What follows belongs to an exercise in optimizing a design on an open flow for small area, a short achievable clock period and few clock cycles; a production flow would make more cautious choices.
The RTL was checked by simulation tests, not by an equivalence proof against the original design.
Power is estimated from default activity; no workload was simulated.

==> flow/design.v, too long to show whole: its modules and the start of the top module <==
// module jtlvi_core: 1130 lines
// module jtlvi_mem: 104 lines
// module jtlvi_add17: 47 lines
module jtlvi_core (
  input             clk,
  input             rst,         
  input             bus_valid,
  input             bus_we,
  input      [7:0]  bus_addr,
  input      [31:0] bus_wdata,
  output reg        rsp_valid,
  output reg [31:0] rsp_rdata,
  output reg        rsp_err,
  output reg        irq
);
  // ...
==> flow/flow/run.sh <==
#!/bin/bash
set -euo pipefail
bash standard.sh SETUP_SLACK_MARGIN=9.0 ABC_CLOCK_PERIOD_IN_PS=4500 finish > standard_flow.log 2>&1
==> flow/standard.sh <==
#!/bin/bash
# synth_recipe.tcl (not shown) runs the flow's synth.tcl, then flattens the netlist and writes it again
# the make line also repeats each setting of config.mk as NAME=value (left out here)
make -C /OpenROAD-flow-scripts/flow DESIGN_CONFIG=/design/flow/config.mk WORK_HOME=/design/flow/orfs CLKGATE_MAP_FILE= SYNTH_SCRIPT=/design/flow/synth_recipe.tcl "${@:-finish}"
==> flow/config.mk <==
export PLATFORM = sky130hd
export DESIGN_NAME = jtlvi_core
export DESIGN_NICKNAME = jtlvi_core
export VERILOG_FILES = /design/flow/design.v
export SDC_FILE = /design/flow/constraint.sdc
export NUM_CORES = 8
export LEC_CHECK = 0
export CAP_MARGIN = 30
export CORE_MARGIN = 2
export CORE_UTILIZATION = 40
export PLACE_DENSITY = 0.6
export SLEW_MARGIN = 30
==> flow/constraint.sdc <==
create_clock -name core_clock -period 14.0 [get_ports {clk}]
set_input_delay 2.8000 -clock core_clock [delete_from_list [all_inputs] [get_ports {clk}]]
set_output_delay 2.8000 -clock core_clock [all_outputs]
set_load 0.01 [all_outputs]
==> summary.txt, run 1 <==
* Power of the combinational group at around 14 mW
* Leading area contributor after synthesis: sky130_fd_sc_hd__edfxtp_1
* Start point of the critical path: rd[48]
* Critical hold path startpoint: ew_ck
* Total non-filler cell area in the finished layout at 202000 µm²
* Gate family responsible for the most delay along the worst path: simple AND/OR/NAND/NOR gates
* Total congestion overflow at 0
* Buffers on Ports at 78
* Dominant combinational cell family by area after synthesis: compound AO/OA/AOI/OAI gates
* Worst Setup EP: x2[25]
* Fraction of registers with async set/reset at 0%
* Sequential cell area share at a little under half
* Worst Setup Slack post-DPL at between 7000 and 8000 ps
* Met2 wire length at ~350000 µm
* Post-layout utilization of the core at 45.8%
* Main flop type after synthesis: sky130_fd_sc_hd__edfxtp_1
* List of cells traversed by the critical path: buf_4, or4_1, nor2_1, nand3_4, nand3b_1, a21oi_2, nand2_1, a2111oi_4, nor3b_2, nor3_4, nor2_2, buf_6, a222oi_1, o211ai_1
* Routing usage on met3 at approximately an eighth
* Number of enable-type register cells in the synthesized netlist at 2600
* Final hold viol count at 0
* Result of the run: timing/DRC/antenna clean
* Crit path required time at approximately 15000 ps
* Post-route DRC at 0
* Worst flop-to-flop path startpoint: rd[48]
* Non-clock buffers, area share at around 3.7%
* Depth of the worst hold-timing path at 0
* Global-route wire length before repair at around 1200000 µm
* Distinct cell type count after synthesis at roughly 130
* Library cell with the highest instance count after synthesis: sky130_fd_sc_hd__edfxtp_1
* Top-level port count at just under 80
* Met1 layer usage reported by global route at 46.0%
* Final nets at approximately 18000
* Post-route setup slack at slightly below 9000 ps
* Worst Skew at 85.8 ps
* Critical path launch point type: flop
Testbench counts, summed over its fixed seeds: cycles 29,842.
==> module jtlvi_core, before the edit <==
module jtlvi_core (
  input             clk,
  input             rst,         
  input             bus_valid,
  input             bus_we,
  input      [7:0]  bus_addr,
  input      [31:0] bus_wdata,
  output reg        rsp_valid,
  output reg [31:0] rsp_rdata,
  output reg        rsp_err,
  output reg        irq
);
  localparam [31:0] ID_VALUE  = 32'hD40E0100;
  localparam [5:0] R_ID = 6'h00, R_PARAM = 6'h01, R_CTRL = 6'h02, R_STATUS = 6'h03,
                   R_CMD = 6'h04, R_ERRCODE = 6'h05, R_ERRINFO0 = 6'h06,
                   R_ERRINFO1 = 6'h07, R_ERRINFO2 = 6'h08, R_ACC = 6'h09,
                   R_CKFEED = 6'h0A, R_MEMADDR = 6'h0B, R_MEMDATA8 = 6'h0C,
                   R_MEMDATA32 = 6'h0D, R_RESULT0 = 6'h18, R_RESULT1 = 6'h19,
                   R_RESULT2 = 6'h1A;
  localparam [5:0] E_BAD_COMMAND = 6'h01, E_BOUNDS = 6'h02, E_OVERLAP = 6'h03,
                   E_TAG_RANGE = 6'h10, E_TAG_RESERVED = 6'h11, E_VALUE_LENGTH = 6'h12,
                   E_VALUE_BOUNDS = 6'h13, E_VALUE_OVERLAP = 6'h14, E_OVERFLOW = 6'h15,
                   E_DEC_SHORT = 6'h20, E_DEC_MAGIC = 6'h21, E_DEC_CHECKSUM = 6'h22,
                   E_DEC_TRUNC_HEADER = 6'h23, E_DEC_TRUNC_VALUE = 6'h24,
                   E_DEC_CAPACITY = 6'h25;
  localparam [3:0] S_IDLE = 4'd0, S_DISP = 4'd1, S_CS = 4'd2, S_CSW = 4'd3,
                   S_DCK = 4'd4, S_DCHK = 4'd5, S_DW0 = 4'd6, S_DW1 = 4'd7,
                   S_DFIN = 4'd8, S_EV = 4'd9, S_ESZ1 = 4'd10, S_ESZ2 = 4'd11,
                   S_EM = 4'd12, S_CSW1 = 4'd13, S_DCKW = 4'd14, S_CSW2 = 4'd15;
  localparam [3:0] I_HDR = 4'd0, I_D0 = 4'd1, I_D1 = 4'd2, I_V0 = 4'd3, I_V1 = 4'd4,
                   I_V = 4'd5, I_SCAN = 4'd6, I_SNOP = 4'd7, I_SD0 = 4'd8,
                   I_SNOP2 = 4'd9, I_SV0 = 4'd10, I_TAIL = 4'd11, I_NX = 4'd12,
                   I_STOP = 4'd13, I_SC0 = 4'd14, I_SD1 = 4'd15;
  localparam [3:0] K_NONE = 4'd0, K_HDR = 4'd1, K_VADDR = 4'd2, K_TV = 4'd3,
                   K_VLVA = 4'd4, K_VAL = 4'd5, K_SCAN = 4'd6, K_TRL = 4'd7,
                   K_PAT = 4'd8, K_ZPAD = 4'd9, K_CKW = 4'd10;
  localparam [3:0] X_HOLD = 4'd0, X_ZERO = 4'd1,
                   X0_CMD = 4'd2, X0_K = 4'd3, X0_A1 = 4'd4, X0_CK = 4'd5, X0_INC = 4'd6,
                   X0_OFF = 4'd7, X0_TOT = 4'd8, X0_EIDX = 4'd9,
                   X2_A1 = 4'd2, X2_T12 = 4'd3, X2_A3 = 4'd4, X2_A6 = 4'd5, X2_RDL = 4'd6,
                   X2_D40E = 4'd7, X2_S = 4'd8, X2_RDA = 4'd9, X2_FLAGS = 4'd10, X2_WL = 4'd11,
                   X2_RDB = 4'd12;
  localparam [4:0] Y_HOLD = 5'd0, Y_ZERO = 5'd1,
                   X1_A0 = 5'd2, X1_A2 = 5'd3, X1_A5 = 5'd4, X1_K = 5'd5, X1_A1 = 5'd6,
                   X1_RDH = 5'd7, X1_CK = 5'd8, X1_DREM = 5'd9, X1_A3 = 5'd10, X1_OFF = 5'd11,
                   X1_RDA = 5'd12, X1_TOT = 5'd13, X1_P = 5'd14, X1_WT = 5'd15, X1_RDB = 5'd16;
  localparam [2:0] W_NONE = 3'd0, W_END0 = 3'd1, W_END1 = 3'd2, W_TH = 3'd3, W_TV = 3'd4,
                   W_CAP = 3'd5;
  reg        ctrl_ie;
  reg        st_busy, st_done, st_busyacc, st_rangeacc;
  reg [31:0] cmd_r;
  reg [5:0]  errcode;
  reg [31:0] x0, x1, x2;
  reg        xv;            
  reg [15:0] acc;
  reg [31:0] mem_addr;
  reg [31:0] a0, a1, a2, a3, a4, a5, a6;
  reg        rz;
  wire [31:0] a0v = rz ? 32'd0 : a0, a1v = rz ? 32'd0 : a1, a2v = rz ? 32'd0 : a2,
              a3v = rz ? 32'd0 : a3, a4v = rz ? 32'd0 : a4, a5v = rz ? 32'd0 : a5,
              a6v = rz ? 32'd0 : a6;
  wire [7:0] opc = cmd_r[7:0];
  reg        op_cs, op_en, op_de;   
  wire       f0  = cmd_r[8];
  wire       f1  = cmd_r[9];
  wire       rsv_ok = (cmd_r[31:10] == 22'd0);
  function [15:0] cstep(input [15:0] a, input [7:0] b);
    cstep = {a[0], a[15:1]} + {8'd0, b};
  endfunction
  reg        pf_v;
  reg [7:0]  pf_b;
  wire [15:0] acc_fed = cstep(acc, pf_b);
  wire [15:0] acc_eff = pf_v ? acc_fed : acc;
  reg [7:0]  ew_a;
  reg [63:0] ew_d;
  reg [3:0]  ew_n;
  reg        ew_wr;         
  reg        ew_ck;         
  reg        ew_ckw;        
  reg [7:0]  cs_b1;
  reg [10:0] cs_p2;
  reg [11:0] cs_p3;
  reg [12:0] cs_p4;
  reg [13:0] cs_p5;
  reg [14:0] cs_p6;
  reg [15:0] cs_p7;
  reg [16:0] cs_p8;
  reg [8:0]  cs_sel;        
  reg        cs_ck;         
  reg  [3:0]  state;
  reg  [7:0]  pa;
  reg  [4:0]  pw1;           
  reg  [63:0] rd;            
  wire [63:0] win;
  wire [7:0]  wp_a = ew_a;
  wire [63:0] wp_d = ew_ckw ? {ck, 48'd0} : ew_d;
  wire [3:0]  wp_n = ew_wr ? ew_n : 4'd0;
  jtlvi_mem u_mem (.clk(clk), .pa(pa), .pw1(pw1), .win(win),
                   .wp_a(wp_a), .wp_d(wp_d), .wp_n(wp_n));
  wire [5:0] widx    = bus_addr[7:2];
  wire       aligned = (bus_addr[1:0] == 2'b00);
  wire       mapped  = (widx <= R_MEMDATA32) || (widx >= 6'h10 && widx <= 6'h16) ||
                       (widx >= R_RESULT0 && widx <= R_RESULT2);
  wire bw = bus_valid && bus_we && !rst;
  wire br = bus_valid && !bus_we && !rst;
  wire [7:0] ahi = 8'd1 << bus_addr[6:4];
  wire       ah7 = !bus_addr[7];
  wire [3:0] alo = (bus_addr[1:0] == 2'b00) ? (4'd1 << bus_addr[3:2]) : 4'd0;
  wire wr_ctrl    = bw && ah7 && ahi[0] && alo[2];
  wire wr_status  = bw && ah7 && ahi[0] && alo[3];
  wire wr_cmd     = bw && ah7 && ahi[1] && alo[0];
  wire wr_acc     = bw && ah7 && ahi[2] && alo[1];
  wire wr_ckfeed  = bw && ah7 && ahi[2] && alo[2];
  wire wr_memaddr = bw && ah7 && ahi[2] && alo[3];
  wire wr_md8     = bw && ah7 && ahi[3] && alo[0];
  wire wr_md32    = bw && ah7 && ahi[3] && alo[1];
  wire rd_md8     = br && ah7 && ahi[3] && alo[0];
  wire rd_md32    = br && ah7 && ahi[3] && alo[1];
  wire [6:0] wr_arg;
  assign wr_arg[0] = bw && ah7 && ahi[4] && alo[0];
  assign wr_arg[1] = bw && ah7 && ahi[4] && alo[1];
  assign wr_arg[2] = bw && ah7 && ahi[4] && alo[2];
  assign wr_arg[3] = bw && ah7 && ahi[4] && alo[3];
  assign wr_arg[4] = bw && ah7 && ahi[5] && alo[0];
  assign wr_arg[5] = bw && ah7 && ahi[5] && alo[1];
  assign wr_arg[6] = bw && ah7 && ahi[5] && alo[2];
  wire wr_gated = wr_cmd || wr_acc || wr_ckfeed || wr_memaddr || wr_md8 || wr_md32 ||
                  (wr_arg != 7'd0);
  wire ma_hi0  = (mem_addr[31:8] == 24'd0);
  wire m8_inr  = ma_hi0;
  wire m32_inr = ma_hi0 && !(mem_addr[7:2] == 6'h3F && mem_addr[1:0] != 2'd0);
  wire srst = wr_ctrl && bus_wdata[1];
  wire errz = (errcode == 6'd0);
  wire m8_ok  = !st_busy && m8_inr;
  wire m32_ok = !st_busy && m32_inr;
  wire [31:0] mdata8  = {24'd0, win[63:56] & {8{m8_ok}}};
  wire [31:0] mdata32 = win[63:32] & {32{m32_ok}};
  wire xres = errz && !st_busy && xv;
  reg [31:0] rg0, rg1, rg2, rg3, rg4, rg5, rg6, rdata;
  always @* begin
    case (bus_addr[3:2])
      2'd0: rg0 = ID_VALUE;
      2'd1: rg0 = 32'd8;
      2'd2: rg0 = {31'd0, ctrl_ie};
      default: rg0 = {27'd0, st_rangeacc, st_busyacc, !errz, st_done, st_busy};
    endcase
    case (bus_addr[3:2])
      2'd0: rg1 = cmd_r;
      2'd1: rg1 = {26'd0, errcode};
      2'd2: rg1 = errz ? 32'd0 : x0;
      default: rg1 = errz ? 32'd0 : x1;
    endcase
    case (bus_addr[3:2])
      2'd0: rg2 = errz ? 32'd0 : x2;
      2'd1: rg2 = {16'd0, acc_eff};
      2'd2: rg2 = 32'd0;
      default: rg2 = mem_addr;
    endcase
    rg3 = 32'd0;
    case (bus_addr[3:2])
      2'd0: rg4 = a0v;
      2'd1: rg4 = a1v;
      2'd2: rg4 = a2v;
      default: rg4 = a3v;
    endcase
    case (bus_addr[3:2])
      2'd0: rg5 = a4v;
      2'd1: rg5 = a5v;
      2'd2: rg5 = a6v;
      default: rg5 = 32'd0;
    endcase
    case (bus_addr[3:2])
      2'd0: rg6 = xres ? x0 : 32'd0;
      2'd1: rg6 = xres ? x1 : 32'd0;
      2'd2: rg6 = xres ? x2 : 32'd0;
      default: rg6 = 32'd0;
    endcase
    case (bus_addr[7:4])
      4'h0: rdata = rg0;
      4'h1: rdata = rg1;
      4'h2: rdata = rg2;
      4'h3: rdata = rg3;
      4'h4: rdata = rg4;
      4'h5: rdata = rg5;
      4'h6: rdata = rg6;
      default: rdata = 32'd0;
    endcase
  end
  always @(posedge clk) begin
    if (rst) begin
      rsp_valid <= 1'b0;
      rsp_rdata <= 32'd0;
      rsp_err   <= 1'b0;
    end else begin
      rsp_valid <= bus_valid;
      rsp_err   <= bus_valid && !(aligned && mapped);
      rsp_rdata <= (br && aligned) ? (rdata | ({32{ah7 && ahi[3] && alo[0]}} & mdata8) |
                                          ({32{ah7 && ahi[3] && alo[1]}} & mdata32)) : 32'd0;
    end
  end
  function le256(input [31:0] v);
    le256 = (v[31:9] == 23'd0) && !(v[8] && (v[7:0] != 8'd0));
  endfunction
  function inb(input [31:0] b, input lz, input lle, input [8:0] l9);
    inb = lz || (le256(b) && lle && ({1'b0, b[8:0]} + {1'b0, l9} <= 10'd256));
  endfunction
  function ovl(input [8:0] b1, input lz1, input [8:0] l1, input [8:0] b2, input lz2, input [8:0] l2);
    ovl = !lz1 && !lz2 && ({1'b0, b1} < {1'b0, b2} + {1'b0, l2}) &&
          ({1'b0, b2} < {1'b0, b1} + {1'b0, l1});
  endfunction
  wire a1z = (a1v == 32'd0), a3z = (a3v == 32'd0), a6z = (a6v == 32'd0);
  reg  a1zr, a3zr, a6zr;      
  wire a1t_le = (a1v[31:5] == 27'd0) && (a1v[4:0] <= 5'd21);
  wire a3t_le = (a3v[31:5] == 27'd0) && (a3v[4:0] <= 5'd21);
  wire [8:0] a1t = {a1v[4:0], 3'b000} + {1'b0, a1v[4:0], 2'b00};
  wire [8:0] a3t = {a3v[4:0], 3'b000} + {1'b0, a3v[4:0], 2'b00};
  reg c_a0a1, c_a0t1, c_a2a3, c_a2t3, c_a5a6, c_oe1, c_oe2, c_od, c_lt4;
  reg [9:0] a23;            
  always @(posedge clk) begin
    a23    <= {1'b0, a2v[8:0]} + {1'b0, a3v[8:0]};
    c_a0a1 <= !inb(a0v, a1z, le256(a1v), a1v[8:0]);
    c_a0t1 <= !inb(a0v, a1z, a1t_le, a1t);
    c_a2a3 <= !inb(a2v, a3z, le256(a3v), a3v[8:0]);
    c_a2t3 <= !inb(a2v, a3z, a3t_le, a3t);
    c_a5a6 <= !inb(a5v, a6z, le256(a6v), a6v[8:0]);
    c_oe1  <= ovl(a0v[8:0], a1z, a1t, a2v[8:0], a3z, a3v[8:0]);
    c_oe2  <= ovl(a5v[8:0], a6z, a6v[8:0], a2v[8:0], a3z, a3v[8:0]);
    c_od   <= ovl(a0v[8:0], a1z, a1v[8:0], a2v[8:0], a3z, a3t);
    c_lt4  <= (a1v < 32'd4);
    a1zr   <= a1z;
    a3zr   <= a3z;
    a6zr   <= a6z;
  end
  wire [31:0] tx = opc[0] ? a3v : a1v;
  wire [32:0] t12s = {1'b0, tx[28:0], 3'b000} + {1'b0, tx[29:0], 2'b00};
  wire [31:0] t12 = ((tx[31:29] != 3'd0) || t12s[32]) ? 32'hFFFFFFFF : t12s[31:0];
  reg [15:0] ck;
  reg [8:0]  cnt;           
  reg        first;         
  reg [8:0]  off;           
  reg [8:0]  rem;           
  reg [8:0]  sbase;         
  reg [23:0] prv;           
  reg        dstall;        
  reg        dlast;         
  wire [4:0] a04w1 = (a0[7:0] + 8'd12) >> 3;    
  reg        wk_act;        
  reg [2:0]  wk_ev;         
  reg [8:0]  hp;            
  reg [5:0]  jrec;
  reg [8:0]  hlen;
  reg [1:0]  wc;            
  reg [4:0]  eidx;          
  reg [5:0]  wrem;          
  reg [5:0]  ev_err;        
  reg [4:0]  ev_idx;        
  reg [12:0] elen;
  reg        vlz, vlle;
  reg [8:0]  vl9;
  reg        et;            
  reg [3:0]  iph;
  reg [3:0]  rk, rkd;       
  reg [3:0]  rkn, rknd;     
  reg [7:0]  wa;            
  reg [7:0]  dp;            
  reg [4:0]  rcnt;          
  reg [7:0]  iva;           
  reg [8:0]  ivr;           
  reg [8:0]  crem;          
  reg [8:0]  prem;          
  reg [8:0]  pwr;           
  reg [7:0]  pra;           
  reg        a6r;           
  reg        tflag;         
  reg [4:0]  si;
  reg [7:0]  sa;
  reg [4:0]  cs_idx;
  reg [7:0]  cs_d;
  reg        found, have_last;
  reg [20:0] best, last;
  reg [31:0] wtl;
  wire [15:0] btag = wtl[31:16];
  reg [15:0] tc0, tc1, tc2, tc3, tc4, tc5, tc6, tc7;
  reg [2:0]  tr0, tr1, tr2, tr3, tr4, tr5, tr6, tr7;
  reg        tcm;           
  reg [2:0]  nq;            
  wire [15:0] ns_tag = wtl[15:0];   
  reg [7:0]  ns_d;
  reg [7:0]  bd;
  wire [16:0] y1 = {1'b0, ck} + {8'd0, cs_b1, 1'b0};
  wire [16:0] y2 = {1'b0, ck} + {6'd0, cs_p2};
  wire [16:0] y3 = {1'b0, ck} + {5'd0, cs_p3};
  wire [16:0] y4 = {1'b0, ck} + {4'd0, cs_p4};
  wire [16:0] y5 = {1'b0, ck} + {3'd0, cs_p5};
  wire [16:0] y6 = {1'b0, ck} + {2'd0, cs_p6};
  wire [16:0] y7 = {1'b0, ck} + {1'd0, cs_p7};
  wire [17:0] y8 = {2'b0, ck} + {1'b0, cs_p8};
  wire g1 = y1[1] ^ y1[16], g2 = y2[2] ^ y2[16], g3 = y3[3] ^ y3[16], g4 = y4[4] ^ y4[16];
  wire g5 = y5[5] ^ y5[16], g6 = y6[6] ^ y6[16];
  wire c1 = ck[0];
  wire k1 = c1;                         
  wire k2 = c1 & g1;
  wire k3 = c1 & g1 & g2;
  wire k4 = c1 & g1 & g2 & g3;
  wire k5 = c1 & g1 & g2 & g3 & g4;
  wire k6 = c1 & g1 & g2 & g3 & g4 & g5;
  wire k7 = c1 & g1 & g2 & g3 & g4 & g5 & g6;
  wire c2 = y1[1] ^ (y1[16] & k1);
  wire c3 = y2[2] ^ (y2[16] & k2);
  wire c4 = y3[3] ^ (y3[16] & k3);
  wire c5 = y4[4] ^ (y4[16] & k4);
  wire c6 = y5[5] ^ (y5[16] & k5);
  wire c7 = y6[6] ^ (y6[16] & k6);
  wire c8 = y7[7] ^ (y7[16] & k7);
  wire       t1 = y1[16] ^ c1;
  wire [1:0] t2 = {1'b0, y2[16]} + {c2, c1};
  wire [2:0] t3 = {2'b0, y3[16]} + {c3, c2, c1};
  wire [3:0] t4 = {3'b0, y4[16]} + {c4, c3, c2, c1};
  wire [4:0] t5 = {4'b0, y5[16]} + {c5, c4, c3, c2, c1};
  wire [5:0] t6 = {5'b0, y6[16]} + {c6, c5, c4, c3, c2, c1};
  wire [6:0] t7 = {6'b0, y7[16]} + {c7, c6, c5, c4, c3, c2, c1};
  wire [7:0] t8 = {6'b0, y8[17:16]} + {c8, c7, c6, c5, c4, c3, c2, c1};
  reg  [15:0] ck_nx;
  always @*
    ck_nx = ({16{cs_sel[1]}} & {t1, y1[15:1]}) | ({16{cs_sel[2]}} & {t2, y2[15:2]}) |
            ({16{cs_sel[3]}} & {t3, y3[15:3]}) | ({16{cs_sel[4]}} & {t4, y4[15:4]}) |
            ({16{cs_sel[5]}} & {t5, y5[15:5]}) | ({16{cs_sel[6]}} & {t6, y6[15:6]}) |
            ({16{cs_sel[7]}} & {t7, y7[15:7]}) | ({16{cs_sel[8]}} & {t8, y8[15:8]}) |
            ({16{cs_sel[0]}} & ck);
  wire [3:0]  sn8 = (cnt >= 9'd8) ? 4'd8 : {1'b0, cnt[2:0]};
  wire        slast8 = (cnt <= 9'd8);
  wire [3:0]  vn = (crem >= 9'd8) ? 4'd8 : {1'b0, crem[2:0]};
  wire [20:0] skey = {rd[47:32], cs_idx};
  wire        scond = (!have_last || skey > last) && (!found || skey < best);
  reg  [63:0] em_d;
  reg  [3:0]  em_n;
  always @* begin
    em_d = 64'd0;
    em_n = 4'd0;
    case (rkd)
      K_HDR:  begin em_d = {32'hD40E0000, 32'd0}; em_n = 4'd4; end
      K_TV:   begin em_d = {rd[47:32], rd[15:0], 32'd0}; em_n = 4'd4; end
      K_VLVA: begin em_d = {btag, rd[47:32], 32'd0}; em_n = 4'd4; end
      K_VAL:  begin em_d = rd; em_n = vn; end
      K_TRL:  begin em_d = {32'hFFFF0000, 32'd0}; em_n = 4'd4; end
      K_PAT:  begin
        em_n = rknd;
        if (a6[8:0] == 9'd1)      em_d = {8{rd[63:56]}};
        else if (a6[8:0] == 9'd2) em_d = {4{rd[63:48]}};
        else if (a6[8:0] == 9'd4) em_d = {2{rd[63:32]}};
        else                      em_d = rd;
      end
      K_ZPAD: begin em_d = 64'd0; em_n = rknd; end
      default: ;
    endcase
  end
  wire [3:0] prem8 = (prem >= 9'd8) ? 4'd8 : {1'b0, prem[2:0]};
  wire [3:0] pwr8  = (pwr >= 9'd8) ? 4'd8 : {1'b0, pwr[2:0]};
  wire [3:0] pcap  = a6r ? 4'd8 : pwr8;
  wire [3:0] pn    = (prem8 < pcap) ? prem8 : pcap;
  wire        a4nz  = (a4 != 32'd0);
  wire        a4big = (a4[31:13] != 19'd0);
  wire        enc_t = f1 || (a4nz && (a4big || (elen < a4[12:0])));
  wire [12:0] elen4 = elen + 13'd4;
  wire        u_lt0 = (elen < a4[12:0]), u_lt4 = (elen4 < a4[12:0]);
  wire        usep_nx = a4nz && (a4big || (enc_t ? u_lt4 : u_lt0));
  wire        u_gt0 = ({19'd0, elen} > a3), u_gt4 = ({19'd0, elen4} > a3);
  reg         usep, enc_ovf;
  wire [31:0] enc_tot = usep ? a4 : {19'd0, elen};
  wire [8:0]  enc_p = usep ? (a4[8:0] - elen[8:0]) : 9'd0;
  wire [8:0]  drem  = rem;                       
  wire        d_end = (rem == 9'd0);
  wire        d_th  = (rem < 9'd4);
  wire [8:0]  drem4 = drem - 9'd4;
  wire        d_cap = (a3 == {26'd0, x0[5:0]});
  wire [87:0] wwin = {prv, dstall ? {tc0, tc1, tc2, tc3} : rd};
  reg  [31:0] hdr;
  always @*
    case (off[2:0])
      3'd5: hdr = wwin[87:56];
      3'd6: hdr = wwin[79:48];
      3'd7: hdr = wwin[71:40];
      3'd0: hdr = wwin[63:32];
      3'd1: hdr = wwin[55:24];
      3'd2: hdr = wwin[47:16];
      3'd3: hdr = wwin[39:8];
      default: hdr = wwin[31:0];
    endcase
  wire        h_due = wk_act && (off <= sbase + 9'd4);
  wire        h_two = h_due && !d_end && !d_th && (off <= sbase) && (hdr[15:2] == 14'd0);
  wire        h_tv  = ({7'd0, drem4} < hdr[15:0]);
  wire [31:0] wA = rd[63:32], wB = rd[31:0];
  wire        bval = (wrem >= 6'd2);
  wire [5:0]  tag_err_A = (wA[31:16] != 16'd0) ? E_TAG_RANGE :
                          (wA[15:0] == 16'hFFFF) ? E_TAG_RESERVED : 6'd0;
  wire [5:0]  tag_err_B = (wB[31:16] != 16'd0) ? E_TAG_RANGE :
                          (wB[15:0] == 16'hFFFF) ? E_TAG_RESERVED : 6'd0;
  wire [5:0]  len_err_A = (wA[31:16] != 16'd0) ? E_VALUE_LENGTH : 6'd0;
  wire [5:0]  len_err_B = (wB[31:16] != 16'd0) ? E_VALUE_LENGTH : 6'd0;
  wire        lzA = (wA == 32'd0), lleA = le256(wA);
  function ovl_out(input [8:0] b1, input lz1, input [8:0] l1);
    ovl_out = !lz1 && !a3zr && ({1'b0, b1} < a23) && ({1'b0, a2[8:0]} < {1'b0, b1} + {1'b0, l1});
  endfunction
  wire [5:0]  adr_err_A = !inb(wA, vlz, vlle, vl9) ? E_VALUE_BOUNDS :
                          ovl_out(wA[8:0], vlz, vl9) ? E_VALUE_OVERLAP : 6'd0;
  wire [5:0]  adr_err_B = !inb(wB, lzA, lleA, wA[8:0]) ? E_VALUE_BOUNDS :
                          ovl_out(wB[8:0], lzA, wA[8:0]) ? E_VALUE_OVERLAP : 6'd0;
  wire [5:0]  errA = (wc == 2'd0) ? tag_err_A : (wc == 2'd1) ? len_err_A : adr_err_A;
  wire [4:0]  tqn_i = (wc == 2'd0) ? eidx : eidx + 5'd1;
  wire        tqn_v = ((wc == 2'd0) || (wc == 2'd2 && bval)) && (tqn_i[4:3] == 2'd0);
  reg         tq_v;
  reg         dk_mag, dk_th, dk_tv, dk_cap, dk_e1;    
  reg  [15:0] tin;
  reg  [2:0]  tin_i;
  wire [7:0]  tgt = {tc7 > tin, tc6 > tin, tc5 > tin, tc4 > tin,
                     tc3 > tin, tc2 > tin, tc1 > tin, tc0 > tin};
  reg         tq_v2;
  reg  [7:0]  tgt_r;
  reg  [2:0]  tin_i2;
  wire [7:0]  tlt = (8'd1 << tin_i2) - 8'd1;           
  wire [7:0]  tinc = tgt_r & tlt;
  wire [7:0]  tle  = ~tgt_r & tlt;
  wire [2:0]  trank = tle[0] + tle[1] + tle[2] + tle[3] + tle[4] + tle[5] + tle[6];
  wire [7:0]  tvalid = (a1[4:0] >= 5'd8) ? 8'hFF : ((8'd1 << a1[2:0]) - 8'd1);
  wire [7:0]  qsel = tvalid & {tr7 == nq, tr6 == nq, tr5 == nq, tr4 == nq,
                               tr3 == nq, tr2 == nq, tr1 == nq, tr0 == nq};
  wire [15:0] qtag = ({16{qsel[0]}} & tc0) | ({16{qsel[1]}} & tc1) | ({16{qsel[2]}} & tc2) |
                     ({16{qsel[3]}} & tc3) | ({16{qsel[4]}} & tc4) | ({16{qsel[5]}} & tc5) |
                     ({16{qsel[6]}} & tc6) | ({16{qsel[7]}} & tc7);
  wire [6:0]  q12 = ({7{qsel[1]}} & 7'd12) | ({7{qsel[2]}} & 7'd24) | ({7{qsel[3]}} & 7'd36) |
                    ({7{qsel[4]}} & 7'd48) | ({7{qsel[5]}} & 7'd60) | ({7{qsel[6]}} & 7'd72) |
                    ({7{qsel[7]}} & 7'd84);
  wire [5:0]  errB = !bval ? 6'd0 : (wc == 2'd0) ? len_err_B : (wc == 2'd1) ? adr_err_B : tag_err_B;
  reg        ie_n, done_n;  
  reg [3:0]  state_n;       
  reg        f_cs, f_dck, f_dw0, f_dw1, f_em;    
  reg        ckw_pend;      
  reg        hw_w, hw_4;    
  reg [7:0]  pa_n;          
  reg [4:0]  pw1_n;         
  reg        pe;            
  reg  [7:0]  pe_a;          
  reg [3:0]  xs0, xs2;      
  reg [4:0]  xs1;           
  reg [2:0]  kv0;           
  reg        kv1;           
  reg        sb;            
  reg [4:0]  xe;            
  reg [63:0] st_d;          
  reg [3:0]  st_n;
  reg        st_wr, st_ck, st_ckw;
  reg [7:0]  st_a;
  wire [16:0] sp2, sp3, sp4, sp5, sp6, sp7, sp8, sq34, sq56, sq78, sq57, sq58;
  jtlvi_add17 u_s2  (.x({8'd0, ew_d[63:56], 1'b0}), .y({7'd0, ew_d[55:48], 2'b00}), .s(sp2));
  jtlvi_add17 u_s34 (.x({6'd0, ew_d[47:40], 3'b000}), .y({5'd0, ew_d[39:32], 4'b0000}), .s(sq34));
  jtlvi_add17 u_s56 (.x({4'd0, ew_d[31:24], 5'd0}), .y({3'd0, ew_d[23:16], 6'd0}), .s(sq56));
  jtlvi_add17 u_s78 (.x({2'd0, ew_d[15:8], 7'd0}), .y({1'd0, ew_d[7:0], 8'd0}), .s(sq78));
  jtlvi_add17 u_s57 (.x(sq56), .y({2'd0, ew_d[15:8], 7'd0}), .s(sq57));
  jtlvi_add17 u_s58 (.x(sq56), .y(sq78), .s(sq58));
  jtlvi_add17 u_s3  (.x(sp2), .y({6'd0, ew_d[47:40], 3'b000}), .s(sp3));
  jtlvi_add17 u_s4  (.x(sp2), .y(sq34), .s(sp4));
  jtlvi_add17 u_s5  (.x(sp4), .y({4'd0, ew_d[31:24], 5'd0}), .s(sp5));
  jtlvi_add17 u_s6  (.x(sp4), .y(sq56), .s(sp6));
  jtlvi_add17 u_s7  (.x(sp4), .y(sq57), .s(sp7));
  jtlvi_add17 u_s8  (.x(sp4), .y(sq58), .s(sp8));
  always @(posedge clk) begin
    ie_n = ctrl_ie; done_n = st_done; state_n = state;
    pa_n = pa;
    pw1_n = pw1; pe = 1'b0; pe_a = 8'd0;
    xs0 = X_HOLD; xs1 = X_HOLD; xs2 = X_HOLD;
    kv0 = 3'd0; kv1 = 1'b0; sb = 1'b0; xe = 5'd0;
    st_d = 64'd0; st_n = 4'd0; st_wr = 1'b0; st_ck = 1'b0; st_ckw = 1'b0; st_a = wa;
    hw_w = 1'b0; hw_4 = 1'b0;
      rz <= rst || srst;
      if (rz) begin
        a0 <= 32'd0; a1 <= 32'd0; a2 <= 32'd0; a3 <= 32'd0;
        a4 <= 32'd0; a5 <= 32'd0; a6 <= 32'd0;
      end
      if (pf_v) acc <= acc_fed;
      pf_v <= 1'b0;
      if (wr_ctrl) ie_n = bus_wdata[0];
      if (wr_status) begin
        if (bus_wdata[1]) done_n = 1'b0;
        if (bus_wdata[3]) st_busyacc  <= 1'b0;
        if (bus_wdata[4]) st_rangeacc <= 1'b0;
      end
      if (st_busy && (wr_gated || rd_md8 || rd_md32)) st_busyacc <= 1'b1;
      if (!st_busy) begin
        if (wr_cmd) begin
          cmd_r   <= bus_wdata;
          op_cs   <= (bus_wdata[7:0] == 8'h01) && (bus_wdata[31:10] == 22'd0) && !bus_wdata[9];
          op_en   <= (bus_wdata[7:0] == 8'h02) && (bus_wdata[31:10] == 22'd0);
          op_de   <= (bus_wdata[7:0] == 8'h03) && (bus_wdata[31:8] == 24'd0);
          done_n  = 1'b0;
          errcode <= 6'd0;
          st_busy <= 1'b1;
          state_n = S_DISP;
          setpa(a0v[7:0]);
        end
        if (wr_acc)    acc <= bus_wdata[15:0];
        if (wr_ckfeed) begin pf_v <= 1'b1; pf_b <= bus_wdata[7:0]; end
        if (wr_memaddr) begin
          mem_addr <= bus_wdata;
          setpa(bus_wdata[7:0]);
        end
        if (wr_md8 || rd_md8) begin
          if (m8_inr) begin
            mem_addr <= {23'd0, mem_addr[8:0] + 9'd1};
            setpa(mem_addr[7:0] + 8'd1);
          end else st_rangeacc <= 1'b1;
        end
        if (wr_md32 || rd_md32) begin
          if (m32_inr) begin
            mem_addr <= {23'd0, mem_addr[8:0] + 9'd4};
            setpa(mem_addr[7:0] + 8'd4);
          end else st_rangeacc <= 1'b1;
        end
        if (wr_md8 && m8_inr) begin
          hw_w = 1'b1; hw_4 = 1'b0;
        end
        if (wr_md32 && m32_inr) begin
          hw_w = 1'b1; hw_4 = 1'b1;
        end
        if (wr_arg[0]) a0 <= bus_wdata;
        if (wr_arg[1]) a1 <= bus_wdata;
        if (wr_arg[2]) a2 <= bus_wdata;
        if (wr_arg[3]) a3 <= bus_wdata;
        if (wr_arg[4]) a4 <= bus_wdata;
        if (wr_arg[5]) a5 <= bus_wdata;
        if (wr_arg[6]) a6 <= bus_wdata;
      end
      rd   <= win;
      rkd  <= rk;
      rknd <= rkn;
      case (state)
        S_IDLE: ;
        S_DISP: begin
          xs0 = X_ZERO; xs1 = X_ZERO; xs2 = X_ZERO;
          setpe(pa + 8'd8);
          if (op_cs) begin
            if (c_a0a1) begin
              kv0 = 3'd1; fail(E_BOUNDS, X0_K, X1_A0, X2_A1);
            end else begin
              cnt   <= a1[8:0];
              state_n = a1zr ? S_CSW : S_CS;    
            end
          end else if (op_en) begin
            if (c_a0t1) begin
              kv0 = 3'd2; fail(E_BOUNDS, X0_K, X1_A0, X2_T12);
            end else if (c_a2a3) begin
              kv0 = 3'd3; fail(E_BOUNDS, X0_K, X1_A2, X2_A3);
            end else if (c_a5a6) begin
              kv0 = 3'd4; fail(E_BOUNDS, X0_K, X1_A5, X2_A6);
            end else if (c_oe1) begin
              kv0 = 3'd2; fail(E_OVERLAP, X0_K, X1_K, X_ZERO);
            end else if (c_oe2) begin
              kv0 = 3'd4; fail(E_OVERLAP, X0_K, X1_K, X_ZERO);
            end else begin
              wc     <= 2'd0;
              eidx   <= 5'd0;
              wrem   <= {1'b0, a1[4:0]} + {a1[4:0], 1'b0};    
              ev_err <= 6'd0;
              elen   <= 13'd4;
              state_n = a1zr ? S_ESZ1 : S_EV;
            end
          end else if (op_de) begin
            if (c_a0a1) begin
              kv0 = 3'd6; fail(E_BOUNDS, X0_K, X1_A0, X2_A1);
            end else if (c_a2t3) begin
              kv0 = 3'd7; fail(E_BOUNDS, X0_K, X1_A2, X2_T12);
            end else if (c_od) begin
              kv0 = 3'd6; kv1 = 1'b1; fail(E_OVERLAP, X0_K, X1_K, X_ZERO);
            end else if (c_lt4)
              fail(E_DEC_SHORT, X0_A1, X_ZERO, X_ZERO);
            else begin
              cnt   <= a1[8:0];
              first <= 1'b1;
              off   <= 9'd4;
              rem   <= a1[8:0] - 9'd4;
              sbase <= 9'd0;
              dstall <= 1'b0;
              wk_act <= 1'b1;
              wk_ev <= W_NONE;
              state_n = S_DCK;
            end
          end else begin
            fail(E_BAD_COMMAND, X0_CMD, X_ZERO, X_ZERO);
          end
        end
        S_CS: begin
          cnt  <= cnt - {5'd0, sn8};
          setpe(pa + 8'd8);
          if (slast8) state_n = S_CSW1;
        end
        S_CSW1: state_n = S_CSW2;
        S_CSW2: state_n = S_CSW;
        S_CSW: begin
          acc <= ck;
          xs0 = X0_CK; xs1 = X1_A1;
          finish();
        end
        S_DCK: begin
          if (h_due) begin
            if (d_end) begin
              wk_act <= 1'b0; wk_ev <= W_END0;
            end else if (d_th) begin
              wk_act <= 1'b0; wk_ev <= W_TH;
            end else if (hdr[31:16] == 16'hFFFF) begin
              wk_act <= 1'b0; wk_ev <= W_END1;
            end else if (h_tv) begin
              wk_act <= 1'b0; wk_ev <= W_TV; wtl <= hdr;
            end else if (d_cap) begin
              wk_act <= 1'b0; wk_ev <= W_CAP;
            end else begin
              xs0 = X0_INC;
              off <= off + 9'd4 + hdr[8:0];
              rem <= rem - 9'd4 - hdr[8:0];
            end
          end
          if (dstall) begin
            dstall <= 1'b0;
            sbase  <= sbase + 9'd8;
            prv    <= {tc2[7:0], tc3};
            if (dlast) begin
              setpe(a0[7:0] + 8'd4);
              state_n = S_DCKW;
            end else
              setpe(pa + 8'd8);
          end else begin
            first <= 1'b0;
            if (first) begin
              xs1 = X1_RDH;                      
              xs2 = X2_RDL;                      
            end
            cnt <= cnt - {5'd0, sn8};
            tc0 <= rd[63:48]; tc1 <= rd[47:32]; tc2 <= rd[31:16]; tc3 <= rd[15:0];
            dlast <= slast8;
            if (h_two) begin
              dstall <= 1'b1;
            end else begin
              sbase <= sbase + 9'd8;
              prv   <= rd[23:0];
              if (slast8)
                state_n = S_DCKW;
            end
            pe = 1'b0;
            pa_n  = h_two ? pa : slast8 ? a0[7:0] + 8'd4 : {pw1, pa[2:0]};
            pw1_n = h_two ? pw1 : slast8 ? a04w1 : pw1 + 5'd1;
          end
        end
        S_DCKW: begin
          first <= 1'b1;                         
          dk_mag <= (x1[15:0] != 16'hD40E);
          dk_th  <= wk_act ? !d_end : (wk_ev == W_TH);
          dk_tv  <= !wk_act && (wk_ev == W_TV);
          dk_cap <= !wk_act && (wk_ev == W_CAP);
          dk_e1  <= !wk_act && (wk_ev == W_END1);
          if (first) state_n = S_DCHK;
        end
        S_DCHK: begin
          if (dk_mag)
            fail(E_DEC_MAGIC, X_ZERO, X_HOLD, X2_D40E);
          else if (ck != x2[15:0])
            fail(E_DEC_CHECKSUM, X_ZERO, X1_CK, X_HOLD);
          else if (dk_th)
            fail(E_DEC_TRUNC_HEADER, X0_OFF, X1_DREM, X_ZERO);
          else if (dk_tv)
            fail(E_DEC_TRUNC_VALUE, X0_OFF, X1_WT, X2_WL);
          else if (dk_cap)
            fail(E_DEC_CAPACITY, X0_OFF, X1_A3, X_ZERO);
          else
            end_pass0(dk_e1);
        end
        S_DW0: begin
          hlen  <= rd[40:32];
          pa_n  = hp[7:0] + rd[39:32];
          pw1_n = (hp[7:0] + 8'd8 + rd[39:32]) >> 3; pe = 1'b0;
          state_n = S_DW1;
        end
        S_DW1: begin
          hp   <= hp + 9'd4 + hlen;
          jrec <= jrec + 6'd1;
          state_n = (jrec + 6'd1 == x0[5:0]) ? S_DFIN : S_DW0;
        end
        S_DFIN: begin
          acc <= ck;
          finish();
        end
        S_EV: begin
          if (ev_err != 6'd0) begin
            xe = ev_idx;
            fail(ev_err, X0_EIDX, X_HOLD, X_HOLD);
          end
          else begin
            setpe(pa + 8'd8);
            wrem <= wrem - 6'd2;
            ev_err <= (errA != 6'd0) ? errA : errB;
            ev_idx <= (errA != 6'd0 || wc != 2'd2) ? eidx : eidx + 5'd1;
            case (wc)
              2'd0: begin                        
                xs1 = X1_RDA;
                xs2 = (errA != 6'd0) ? X_ZERO : X2_RDB;
                vlz  <= (wB == 32'd0);
                vlle <= le256(wB);
                vl9  <= wB[8:0];
                wc   <= 2'd2;
              end
              2'd1: begin                        
                xs2 = (errA != 6'd0) ? X2_RDA : X2_RDB;
                vlz  <= lzA;
                vlle <= lleA;
                vl9  <= wA[8:0];
                if (bval) begin
                  elen <= elen + 13'd4 + {4'd0, wA[8:0]};
                  eidx <= eidx + 5'd1;
                end
                wc   <= 2'd0;
              end
              default: begin                     
                xs1 = (errA != 6'd0) ? X_HOLD : X1_RDB;
                xs2 = (errA != 6'd0) ? X2_RDA : X_ZERO;
                elen <= elen + 13'd4 + {4'd0, vl9};
                eidx <= eidx + 5'd1;
                wc   <= 2'd1;
              end
            endcase
            if (wrem <= 6'd2) state_n = S_ESZ1;
          end
        end
        S_ESZ1: begin
          if (ev_err != 6'd0) begin
            xe = ev_idx;
            fail(ev_err, X0_EIDX, X_HOLD, X_HOLD);
          end
          else begin
            et    <= enc_t;
            elen  <= enc_t ? elen4 : elen;
            usep  <= usep_nx;
            enc_ovf <= usep_nx ? (a4 > a3) : (enc_t ? u_gt4 : u_gt0);
            state_n = S_ESZ2;
          end
        end
        S_ESZ2: begin
          if (enc_ovf)
            fail(E_OVERFLOW, X_ZERO, X1_TOT, X2_A3);
          else begin
            xs0 = X0_TOT; xs1 = X1_P; xs2 = X2_FLAGS;
            wa    <= a2[7:0];
            iph   <= I_HDR;
            rk    <= K_NONE;
            rkd   <= K_NONE;
            rcnt  <= 5'd0;
            dp    <= a0[7:0];
            have_last <= 1'b0;
            ckw_pend <= 1'b0;
            tcm   <= f0 && (a1[4:0] <= 5'd8);
            nq    <= 3'd0;
            tflag <= et;
            prem  <= enc_p;
            pwr   <= a6[8:0];
            pra   <= a5[7:0];
            a6r   <= a6zr || (a6[8:0] == 9'd1) || (a6[8:0] == 9'd2) || (a6[8:0] == 9'd4);
            si    <= 5'd0;
            sa    <= a0[7:0];
            state_n = S_EM;
          end
        end
        S_EM: begin
          wtl[15:0] <= qtag;
          ns_d   <= a0[7:0] + {1'b0, q12};
          case (rkd)
            K_TV:   crem <= rd[8:0];
            K_VLVA: crem <= rd[40:32];
            K_VAL:  crem <= crem - {5'd0, vn};
            K_SCAN: begin
              if (scond) begin
                best  <= skey;
                bd    <= cs_d;
                found <= 1'b1;
              end
            end
            default: ;
          endcase
          if (rkd == K_SCAN) begin
            cs_idx <= cs_idx + 5'd1;
            cs_d   <= cs_d + 8'd12;
          end else begin
            cs_idx <= 5'd0;
            cs_d   <= a0[7:0];
            found  <= 1'b0;
          end
          ckw_pend <= (rkd == K_CKW);
          if (ew_ckw) begin
            acc <= ck;
            finish();
          end
          rk  <= K_NONE;
          rkn <= 4'd0;
          case (iph)
            I_HDR: begin
              rk  <= K_HDR;
              iph <= a1zr ? I_TAIL : !f0 ? I_D0 : tcm ? I_SC0 : I_SCAN;
            end
            I_D0: begin setpe(dp + 8'd8); rk <= K_VADDR; iph <= I_D1; end
            I_D1: begin setpe(dp);        rk <= K_TV;    iph <= I_V0; end
            I_V0: begin
              setpa(rd[39:32]);
              rk  <= K_VAL;
              iva <= rd[39:32] + 8'd8;
              iph <= I_V1;
            end
            I_V1: begin
              if (rd[8:0] > 9'd8) begin
                setpe(iva);
                rk  <= K_VAL;
                iva <= iva + 8'd8;
                ivr <= rd[8:0] - 9'd16;
                iph <= (rd[8:0] > 9'd16) ? I_V : I_NX;
              end else
                start_next();
            end
            I_V: begin
              setpe(iva);
              rk  <= K_VAL;
              iva <= iva + 8'd8;
              ivr <= ivr - 9'd8;
              if (ivr <= 9'd8) iph <= I_NX;
            end
            I_NX: start_next();
            I_SCAN: begin
              setpe(sa);
              rk <= K_SCAN;
              sa <= sa + 8'd12;
              si <= si + 5'd1;
              if (si + 5'd1 == a1[4:0]) iph <= I_SNOP;
            end
            I_SNOP: iph <= I_SD0;
            I_SD0: iph <= I_SD1;               
            I_SD1: begin
              pa_n  = bd + 8'd4;
              pw1_n = (bd + 8'd12) >> 3; pe = 1'b0;
              rk <= K_VLVA;
              wtl[31:16] <= best[20:5];
              last <= best;
              have_last <= 1'b1;
              iph <= I_SNOP2;
            end
            I_SNOP2: iph <= I_SV0;
            I_SC0: sorted_cached();
            I_SV0: begin
              if (rd[40:32] != 9'd0) begin
                setpa(rd[7:0]);
                rk  <= K_VAL;
                iva <= rd[7:0] + 8'd8;
                ivr <= rd[40:32] - 9'd8;
                iph <= (rd[40:32] > 9'd8) ? I_V : I_NX;
              end else
                start_next();
            end
            I_TAIL: tail_issue();
            default: ;
          endcase
        end
        default: state_n = S_IDLE;
      endcase
    tq_v  <= (state == S_EV) && (ev_err == 6'd0) && tqn_v;
    tin   <= (wc == 2'd0) ? wA[15:0] : wB[15:0];
    tin_i <= tqn_i[2:0];
    tq_v2  <= tq_v;
    tgt_r  <= tgt;
    tin_i2 <= tin_i;
    if (tq_v) begin
      case (tin_i)
        3'd0: tc0 <= tin;
        3'd1: tc1 <= tin;
        3'd2: tc2 <= tin;
        3'd3: tc3 <= tin;
        3'd4: tc4 <= tin;
        3'd5: tc5 <= tin;
        3'd6: tc6 <= tin;
        default: tc7 <= tin;
      endcase
    end
    if (tq_v2) begin
      if (tinc[0]) tr0 <= tr0 + 3'd1;
      if (tinc[1]) tr1 <= tr1 + 3'd1;
      if (tinc[2]) tr2 <= tr2 + 3'd1;
      if (tinc[3]) tr3 <= tr3 + 3'd1;
      if (tinc[4]) tr4 <= tr4 + 3'd1;
      if (tinc[5]) tr5 <= tr5 + 3'd1;
      if (tinc[6]) tr6 <= tr6 + 3'd1;
      case (tin_i2)
        3'd0: tr0 <= trank;
        3'd1: tr1 <= trank;
        3'd2: tr2 <= trank;
        3'd3: tr3 <= trank;
        3'd4: tr4 <= trank;
        3'd5: tr5 <= trank;
        3'd6: tr6 <= trank;
        default: tr7 <= trank;
      endcase
    end
    if (rst || srst) begin
      ie_n        = 1'b0;
      st_busy     <= 1'b0;
      done_n      = 1'b0;
      st_busyacc  <= 1'b0;
      st_rangeacc <= 1'b0;
      cmd_r       <= 32'd0;
      errcode     <= 6'd0;
      xv          <= 1'b0;
      acc         <= 16'd0;
      pf_v        <= 1'b0;
      mem_addr    <= 32'd0;
      state_n     = S_IDLE;
      setpa(8'd0);
    end
    ctrl_ie <= ie_n;
    st_done <= done_n;
    irq     <= ie_n & done_n;
    pa  <= pa_n;
    pw1 <= pe ? pe_a[7:3] + 5'd1 : pw1_n;
    if (f_cs) begin
      st_d = rd; st_n = sn8; st_ck = 1'b1;
    end
    if (f_dck && !dstall) begin
      st_d = first ? {rd[63:48], 16'd0, rd[31:0]} : rd; st_n = sn8; st_ck = 1'b1;
    end
    if (f_dw0) begin
      st_d = {16'd0, rd[63:48], 16'd0, rd[47:32]}; st_n = 4'd8; st_wr = 1'b1;
    end
    if (f_dw1) begin
      st_d = {23'd0, hp, 32'd0}; st_n = 4'd4; st_wr = 1'b1;
    end
    if (f_em) begin
      if (ckw_pend) begin
        st_a = a2[7:0] + 8'd2; st_n = 4'd2; st_wr = 1'b1; st_ckw = 1'b1;
      end else begin
        st_d = em_d; st_n = em_n; st_wr = 1'b1; st_ck = 1'b1;
      end
    end
    state <= state_n;
    f_cs  <= (state_n == S_CS);
    f_dck <= (state_n == S_DCK);
    f_dw0 <= (state_n == S_DW0);
    f_dw1 <= (state_n == S_DW1);
    f_em  <= (state_n == S_EM);
    if (hw_w) begin
      ew_a   <= mem_addr[7:0];
      ew_d   <= hw_4 ? {bus_wdata, 32'd0} : {bus_wdata[7:0], 56'd0};
      ew_n   <= hw_4 ? 4'd4 : 4'd1;
      ew_wr  <= 1'b1;
      ew_ck  <= 1'b0;
      ew_ckw <= 1'b0;
    end else begin
      ew_a   <= st_a;
      ew_d   <= st_d;
      ew_n   <= st_n;
      ew_wr  <= st_wr;
      ew_ck  <= st_ck;
      ew_ckw <= st_ckw;
    end
    cs_b1  <= ew_d[63:56];
    cs_p2  <= sp2;
    cs_p3  <= sp3;
    cs_p4  <= sp4;
    cs_p5  <= sp5;
    cs_p6  <= sp6;
    cs_p7  <= sp7;
    cs_p8  <= sp8;
    cs_sel <= 9'd1 << ew_n;
    cs_ck  <= ew_ck;
    if (st_wr) wa <= wa + {4'd0, st_n};
    if (cs_ck) ck <= ck_nx;
    if (state == S_DISP) ck <= (op_cs && f0) ? acc : 16'd0;
    if (state == S_ESZ2) ck <= 16'd0;
    case (xs0)
      X_ZERO:  x0 <= 32'd0;
      X0_CMD:  x0 <= cmd_r;
      X0_K:    x0 <= {29'd0, kv0};
      X0_A1:   x0 <= a1;
      X0_CK:   x0 <= {16'd0, ck};
      X0_INC:  x0 <= x0 + 32'd1;
      X0_OFF:  x0 <= {23'd0, off};
      X0_TOT:  x0 <= enc_tot;
      X0_EIDX: x0 <= {27'd0, xe};
      default: ;
    endcase
    case (xs1)
      X_ZERO:  x1 <= 32'd0;
      X1_A0:   x1 <= a0;
      X1_A2:   x1 <= a2;
      X1_A5:   x1 <= a5;
      X1_K:    x1 <= kv1 ? 32'd7 : 32'd3;
      X1_A1:   x1 <= a1;
      X1_RDH:  x1 <= {16'd0, rd[63:48]};
      X1_CK:   x1 <= {16'd0, ck};
      X1_DREM: x1 <= {23'd0, drem};
      X1_A3:   x1 <= a3;
      X1_OFF:  x1 <= {23'd0, off};
      X1_RDA:  x1 <= wA;
      X1_TOT:  x1 <= enc_tot;
      X1_P:    x1 <= {23'd0, enc_p};
      X1_WT:   x1 <= {16'd0, wtl[31:16]};
      X1_RDB:  x1 <= wB;
      default: ;
    endcase
    case (xs2)
      X_ZERO:   x2 <= 32'd0;
      X2_A1:    x2 <= a1;
      X2_T12:   x2 <= t12;
      X2_A3:    x2 <= a3;
      X2_A6:    x2 <= a6;
      X2_RDL:   x2 <= {16'd0, rd[47:32]};
      X2_D40E:  x2 <= 32'h0000D40E;
      X2_S:     x2 <= {31'd0, sb};
      X2_RDA:   x2 <= wA;
      X2_FLAGS: x2 <= {30'd0, et & !f1, et};
      X2_WL:    x2 <= {16'd0, wtl[15:0]};
      X2_RDB:   x2 <= wB;
      default: ;
    endcase
  end
  task fail(input [5:0] code, input [3:0] s0, input [4:0] s1, input [3:0] s2);
    begin
      errcode <= code;
      xs0     = s0;
      xs1     = s1;
      xs2     = s2;
      finish();
    end
  endtask
  task setpa(input [7:0] x);
    begin
      pa_n  = x;
      pw1_n = x[7:3] + 5'd1;
      pe    = 1'b0;
    end
  endtask
  task setpe(input [7:0] x);
    begin
      pa_n  = x;
      pe_a  = x;
      pe    = 1'b1;
    end
  endtask
  task finish;
    begin
      xv      <= 1'b1;
      st_busy <= 1'b0;
      done_n  = 1'b1;
      state_n = S_IDLE;
      setpe(mem_addr[7:0]);
    end
  endtask
  task end_pass0(input s);
    begin
      xs1 = X1_OFF;
      xs2 = X2_S;
      sb  = s;
      if (x0[5:0] == 6'd0) begin
        acc <= ck;
        finish();
      end else begin
        hp    <= a0[8:0] + 9'd8;
        jrec  <= 6'd0;
        wa    <= a2[7:0];
        state_n = S_DW0;
      end
    end
  endtask
  task start_next;
    begin
      if (rcnt + 5'd1 == a1[4:0]) begin
        iph <= I_TAIL;
        tail_issue();
      end else begin
        rcnt <= rcnt + 5'd1;
        if (f0 && tcm)
          sorted_cached();
        else if (f0) begin
          setpe(a0[7:0]);
          rk  <= K_SCAN;
          sa  <= a0[7:0] + 8'd12;
          si  <= 5'd1;
          iph <= I_SCAN;
        end else begin
          setpe(dp + 8'd20);
          rk  <= K_VADDR;
          dp  <= dp + 8'd12;
          iph <= I_D1;
        end
      end
    end
  endtask
  task sorted_cached;
    begin
      setpe(ns_d + 8'd4);
      rk   <= K_VLVA;
      wtl[31:16] <= ns_tag;
      nq   <= nq + 3'd1;
      iph  <= I_SNOP2;
    end
  endtask
  task tail_issue;
    begin
      if (tflag) begin
        rk    <= K_TRL;
        tflag <= 1'b0;
      end else if (prem == 9'd0) begin
        rk  <= K_CKW;
        iph <= I_STOP;
      end else begin
        rk   <= a6zr ? K_ZPAD : K_PAT;
        setpe(pra);
        rkn  <= pn;
        prem <= prem - {5'd0, pn};
        if (!a6r) begin
          if (pwr == {5'd0, pn}) begin
            pwr <= a6[8:0];
            pra <= a5[7:0];
          end else begin
            pwr <= pwr - {5'd0, pn};
            pra <= pra + {4'd0, pn};
          end
        end
      end
    end
  endtask
endmodule
==> inputs of run 2 (changes only) <==
--- a/flow/design.v
+++ b/flow/design.v
@@ -287,14 +287,16 @@
   wire [15:0] ns_tag = wtl[15:0];   
   reg [7:0]  ns_d;
   reg [7:0]  bd;
-  wire [16:0] y1 = {1'b0, ck} + {8'd0, cs_b1, 1'b0};
-  wire [16:0] y2 = {1'b0, ck} + {6'd0, cs_p2};
-  wire [16:0] y3 = {1'b0, ck} + {5'd0, cs_p3};
-  wire [16:0] y4 = {1'b0, ck} + {4'd0, cs_p4};
-  wire [16:0] y5 = {1'b0, ck} + {3'd0, cs_p5};
-  wire [16:0] y6 = {1'b0, ck} + {2'd0, cs_p6};
-  wire [16:0] y7 = {1'b0, ck} + {1'd0, cs_p7};
-  wire [17:0] y8 = {2'b0, ck} + {1'b0, cs_p8};
+  wire [16:0] y1, y2, y3, y4, y5, y6, y7, y8s;
+  jtlvi_add17 u_y1 (.x({1'b0, ck}), .y({8'd0, cs_b1, 1'b0}), .s(y1));
+  jtlvi_add17 u_y2 (.x({1'b0, ck}), .y({6'd0, cs_p2}), .s(y2));
+  jtlvi_add17 u_y3 (.x({1'b0, ck}), .y({5'd0, cs_p3}), .s(y3));
+  jtlvi_add17 u_y4 (.x({1'b0, ck}), .y({4'd0, cs_p4}), .s(y4));
+  jtlvi_add17 u_y5 (.x({1'b0, ck}), .y({3'd0, cs_p5}), .s(y5));
+  jtlvi_add17 u_y6 (.x({1'b0, ck}), .y({2'd0, cs_p6}), .s(y6));
+  jtlvi_add17 u_y7 (.x({1'b0, ck}), .y({1'd0, cs_p7}), .s(y7));
+  jtlvi_add17 u_y8 (.x({1'b0, ck}), .y(cs_p8), .s(y8s));
+  wire [17:0] y8 = {cs_p8[16] & ~y8s[16], y8s};
   wire g1 = y1[1] ^ y1[16], g2 = y2[2] ^ y2[16], g3 = y3[3] ^ y3[16], g4 = y4[4] ^ y4[16];
   wire g5 = y5[5] ^ y5[16], g6 = y6[6] ^ y6[16];
   wire c1 = ck[0];
@@ -388,7 +390,12 @@
     endcase
   wire        h_due = wk_act && (off <= sbase + 9'd4);
   wire        h_two = h_due && !d_end && !d_th && (off <= sbase) && (hdr[15:2] == 14'd0);
-  wire        h_tv  = ({7'd0, drem4} < hdr[15:0]);
+  wire [8:0]  rem3  = rem - 9'd3;
+  wire [8:0]  off4  = off + 9'd4;
+  wire [16:0] hs, ho;
+  jtlvi_add17 u_hs (.x({8'd0, rem3}), .y({8'd0, ~hdr[8:0]}), .s(hs));
+  jtlvi_add17 u_ho (.x({8'd0, off4}), .y({8'd0, hdr[8:0]}), .s(ho));
+  wire        h_tv  = (hdr[15:9] != 7'd0) || !hs[9];
   wire [31:0] wA = rd[63:32], wB = rd[31:0];
   wire        bval = (wrem >= 6'd2);
   wire [5:0]  tag_err_A = (wA[31:16] != 16'd0) ? E_TAG_RANGE :
@@ -613,8 +620,8 @@
               wk_act <= 1'b0; wk_ev <= W_CAP;
             end else begin
               xs0 = X0_INC;
-              off <= off + 9'd4 + hdr[8:0];
-              rem <= rem - 9'd4 - hdr[8:0];
+              off <= ho[8:0];
+              rem <= hs[8:0];
             end
           end
           if (dstall) begin
==> run 2 against run 1 <==
Compared with the run above: now fails the layout checks on antenna rules; worst hold slack better by 15 ps; sequential share of layout area down 0.21 points; clock-buffer cell count down 1; first-iteration DRC count down 1.3%; cell area up 0.49%; clock skew down 20 ps; clock power up 1%; register-to-register slack better by 110 ps; worst setup slack better by 110 ps; global-route usage up 1.8 points; utilization down 0.089 points; synthesized cell count up 0.41%; critical endpoint is now rsp_rdata[9]; largest power group unchanged.
==> summary.txt, run 2 <==
* Worst flop-to-flop path startpoint: pa[3] (was rd[48])
* Number of storage elements in the synthesis netlist at 3335 (unchanged)
* Post-route setup slack at 8910 ps (was 8810 ps)
* Die outline height at 671 µm (was 670 µm)
* Met3 WL at 117000 µm (was 116000 µm)
* Total congestion overflow at 0 (unchanged)
* RSZ-0062 raised after global routing: true (unchanged)
* Clock slew seen by the registers of the worst setup and hold paths at 60 ps (about the same)
* Result of the run: complete, but fails checks (was timing/DRC/antenna clean)
* Setup violation total in the final timing report at 0 (unchanged)
* First-pass iteration count of the detailed router at 12 (was 13)
* Fraction of registers with async set/reset at 0% (unchanged)
* Type of the worst setup path: flop to flop (unchanged)
* Post-layout utilization of the core at 45.7% (was 45.8%)
* Hold EP: rknd[0] (was cs_ck)
* Worst vdd ir at 194 µV (was 131 µV)
* Length in cells of the worst reg-to-reg path at 12 (was 14)
* Final std cells w/o fill at 23162 (was 23050)
* CTS root buf: sky130_fd_sc_hd__clkbuf_16 (unchanged)
* Reg-to-reg critical path endpoint: rsp_rdata[9] (was x2[25])
* Max Slew Vio Count at 0 (unchanged)
* Post-synthesis cell count at 16746 (was 16677)
* Sequential share of the synthesized area at 52.1% (was 52.3%)
* Top-level port count at 79 (unchanged)
* Worst Setup Slack post-DPL at 6680 ps (was 7070 ps)
* Yosys warning total at 2 (unchanged)
* Top layer reached by signal wires: met5 (unchanged)
* Average cell area after synthesis at 10.6 µm² (about the same)
* Row cnt at 245 (was 244)
* Dpl cells at 22221 (was 22160)
* Layout fillers at 41385 (was 41209)
* Library cell with the highest instance count after synthesis: sky130_fd_sc_hd__edfxtp_1 (unchanged)
* DR vias/cell at 6.77 (was 6.74)
* Critical path launch point type: flop (unchanged)
* GRT Resource Usage Total at 38.8% (was 37.0%)
* Area of the mapped netlist at 178000 µm² (was 177000 µm²)
* Met1 WL at 326000 µm (was 315000 µm)
* Worst slew margin relative to its limit at 18.5% (was 19.2%)
* Number of global-route vias before repair at 143293 (was 141313)
* Leakage component of the power at 72.1 nW (was 71.4 nW)
* Number of enable-type register cells in the synthesized netlist at 2600 (unchanged)
* Crit path largest cell delay at 700 ps (was 630 ps)
* Number of levels the H-tree was split into at 5 (unchanged)
* Dominant cells by area after synthesis: sky130_fd_sc_hd__edfxtp_1 (44%), sky130_fd_sc_hd__dfxtp_1 (8.3%), sky130_fd_sc_hd__ha_1 (5.4%) (was sky130_fd_sc_hd__edfxtp_1 (44%), sky130_fd_sc_hd__dfxtp_1 (8.3%), sky130_fd_sc_hd__ha_1 (5.5%))
* Met2 wire length at 375000 µm (was 352000 µm)
* TritonCTS clock tree: yes (unchanged)
* Antenna violations before repair at 152 (was 116)
* Areal power density over the cells at 199 nW/µm² (was 186 nW/µm²)
* Layout check faults: antenna rules
* Buffers from clock root to sink, at most at 4 (unchanged)
* Synth top cells by count: sky130_fd_sc_hd__edfxtp_1 (2600), sky130_fd_sc_hd__nand2_1 (1743), sky130_fd_sc_hd__nor2_1 (1239) (was sky130_fd_sc_hd__edfxtp_1 (2600), sky130_fd_sc_hd__nand2_1 (1757), sky130_fd_sc_hd__nor2_1 (1271))
* Total Routed Length at 912000 µm (was 868000 µm)
* Worst Skew at 65.9 ps (was 85.8 ps)
* Ratio of cells with drive above 1 in the final layout at 13.1% (was 12.6%)
* Path type of the worst min-delay path: flop to flop (unchanged)
* Share of the synthesized area in the top cell type at 43.8% (was 44.0%)
* List of cells traversed by the critical path: buf_12, or3b_2, nand2_4, buf_6, a22oi_1, o21ai_0, o22a_1, nand2_1, a221oi_1, a21o_1, a21oi_1, a21oi_1 (was buf_4, or4_1, nor2_1, nand3_4, nand3b_1, a21oi_2, nand2_1, a2111oi_4, nor3b_2, nor3_4, nor2_2, buf_6, a222oi_1, o211ai_1)
* Arrival time of the worst setup path at 6020 ps (was 5790 ps)
* Post-route DRC at 0 (unchanged)
* Worst Path Max Fanout at 44 (was 17)
* Measured slew at the worst slew-check pin at 1220 ps (was 1200 ps)
* Maximum number of pins on one net before global-route repair at 84 (was 85)
* Final antenna-violating net count at 1 (was 0)
* DIE WIDTH at 671 µm (was 670 µm)
* Min Tclk post-route at 5090 ps (was 5190 ps)
* Buffers on Ports at 78 (unchanged)
* Depth of the worst hold-timing path at 0 (unchanged)
* Vias post-DR at 156843 (was 155272)
* Slowest library cell on the worst path: sky130_fd_sc_hd__o22a_1 (was sky130_fd_sc_hd__a222oi_1)
* Clock buffers created by TritonCTS at 369 (was 360)
* Commonest non-fill, non-tap cells in the layout: sky130_fd_sc_hd__edfxtp_1 (2600), sky130_fd_sc_hd__nand2_1 (1708), sky130_fd_sc_hd__nor2_1 (1073) (was sky130_fd_sc_hd__edfxtp_1 (2600), sky130_fd_sc_hd__nand2_1 (1736), sky130_fd_sc_hd__nor2_1 (1097))
* Crit path required time at 14930 ps (was 14600 ps)
* Distinct cell type count after synthesis at 130 (was 132)
* Clock latency on the worst-skew pair at 1030 ps (was 1050 ps)
* HPWL after detailed placement at 650000 µm (was 612000 µm)
* TritonCTS Sinks at 3335 (unchanged)
* Final hold viol count at 0 (unchanged)
* CORE AREA at 444000 µm² (was 441000 µm²)
* Main flop type after synthesis: sky130_fd_sc_hd__edfxtp_1 (unchanged)
* Global placement routability congestion at 1.09 (was 1.08)
* Total negative slack for setup checks at 0 ps (unchanged)
* Max Cap Violations at 0 (unchanged)
* Violation count after the first detailed-routing iteration at 26642 (was 26988)
* Area delta synth->final at 14.1% (about the same)
* Initial cell density of the core at 40.1% (was 40.2%)
* Global-route wire length before repair at 1220000 µm (was 1170000 µm)
* Setup slack, reg-to-reg at 8910 ps (was 8810 ps)
* Highest achievable clock rate at 197 MHz (was 193 MHz)
* Dominant cell type by count on the critical path: sky130_fd_sc_hd__a21oi_1
* Die footprint at 451000 µm² (was 449000 µm²)
* Most common library cell in the layout ignoring fill and taps: sky130_fd_sc_hd__edfxtp_1 (unchanged)
* Leading area contributor after synthesis: sky130_fd_sc_hd__edfxtp_1 (unchanged)
* Critical hold path startpoint: rkn[0] (was ew_ck)
* Kind of end point of the critical path: flop (unchanged)
* Final nets at 17671 (was 17616)
* Mean routed wirelength per cell at 39.4 µm (was 37.7 µm)
* Fin crit share at 36.3% (was 37.1%)
-- run 2: cell count changes after synthesis, sizes merged, moves of 18 or more --
| cell | change |
|---|---|
| a21oi | +60 |
| mux2 | +45 |
| a22oi | -121 |
| a21o | -24 |
| o22ai | +52 |
| nand3 | -25 |
| nor3 | +18 |
| nor2 | -30 |
| buf | +42 |
| clkbuf | -31 |
-- run 2: critical path: cells and delay by family, from the launching register on --
family | cells | cell delay, ps
buffers and inverters | 2 | 810
AOI/OAI and AO/OA | 7 | 2370
and+or+nand+nor | 3 | 1050
DFF | 1 | 580
-- run 2: repair_timing --
| item | in CTS | in global routing |
|---|---|---|
| hold buffers | 0 | 0 |
| setup endpoints to repair | 741 | 339 |
| setup buffers | 55 | 55 |
| gates resized for setup | 255 | 163 |
| pin swaps | 24 | 28 |
| gates cloned | 10 | 7 |
-- run 2: worst max path at each step --
stage / startpoint / to / depth (start not counted)
after CTS: state[3] / pwr[6] / 12
after detailed placement: bus_addr[4] / pa[3] / 13
final: pa[3] / rsp_rdata[9] / 12
after global routing: ck[8] / ck[10] / 19
after floorplan: bus_addr[5] / pa[6] / 13
after global placement: bus_addr[4] / pa[3] / 13
-- run 2: where the power goes --
group | leakage, nW | switching (mW) | internal, mW
clock network | 5.84 | 4.36 | 5.51
logic | 36.5 | 12.4 | 4.97
registers | 29.7 | 1.27 | 12.0
-- run 2: cells by family (layout without fill, tap and decap cells) --
| group | count (synthesis) | after routing | share of synthesized area (%) |
|---|---|---|---|
| AOI/OAI and AO/OA | 5194 | 5194 | 19.9 |
| and+or+nand+nor | 4568 | 4576 | 11.8 |
| DFF | 3335 | 3335 | 52.1 |
| buffers and inverters | 1655 | 2005 | 3.76 |
| adders and majority gates | 829 | 829 | 6.03 |
| xor gates and xnor gates | 636 | 636 | 3.15 |
| muxes | 528 | 528 | 3.30 |
| other | 1 | 131 | 0.00210 |
-- run 2: metal layers --
layer,global-route usage (%),up-vias
met1,47.7,76937
met4,32.8,48
met5,0.393,-
met2,55.4,12332
met3,12.1,3273
li1,-,64253
-- run 2: layout make-up --
type,instances,area [µm²],share of cell area [%]
antenna,129,323,0.159
clock buffer,468,10000,4.92
clock inverter,207,1940,0.952
inverter,479,1840,0.903
multi-input combinational,11765,81500,40.1
sequential,3335,92900,45.7
tap,5928,7420,3.65
timing repair buffer,851,7400,3.64
-- run 2: stage by stage --
stage          area [µm²]  hold WS [ps]  total power, mW
3_5_place_dp       188000           332             29.1
5_1_grt            203000           351             40.9
2_1_floorplan      178000           310             20.9
3_3_place_gp       188000           327             28.9
6_report           203000           348             40.5
4_1_cts            202000           347             39.1
Testbench counts of run 2, summed over its fixed seeds: cycles 29,842.

[re-timing with driven ports]
The results above use ideal ports. As a check the final layouts listed here were re-extracted and re-timed, cells and wires unchanged.
Step 1: set_driving_cell puts a clkbuf_16 on clk and a buf_2 on each other input, an assumption about the parent block.
Step 2 times the ports against the registers' clock, not the clock port: input delays grow and output delays shrink by t, the midpoint of the rising clock arrivals with the driver on.
Three values: ideal, step 1, step 2; two values: the first two.
run	shift t [ns]	setup slack, ns	worst hold slack (ns)	worst data-port slew with drivers (ns)	pins driven straight from the clock port
run 1	1.119	8.807 / 8.807 / 7.877	0.333 / 0.333 / 0.333	0.23	1
run 2	1.133	8.913 / 8.821 / 7.688	0.348 / 0.348 / 0.348	0.42	1
The setup slack of run 2, which loses most, moves by -0.092 ns with the drivers and by -1.225 ns with both steps.
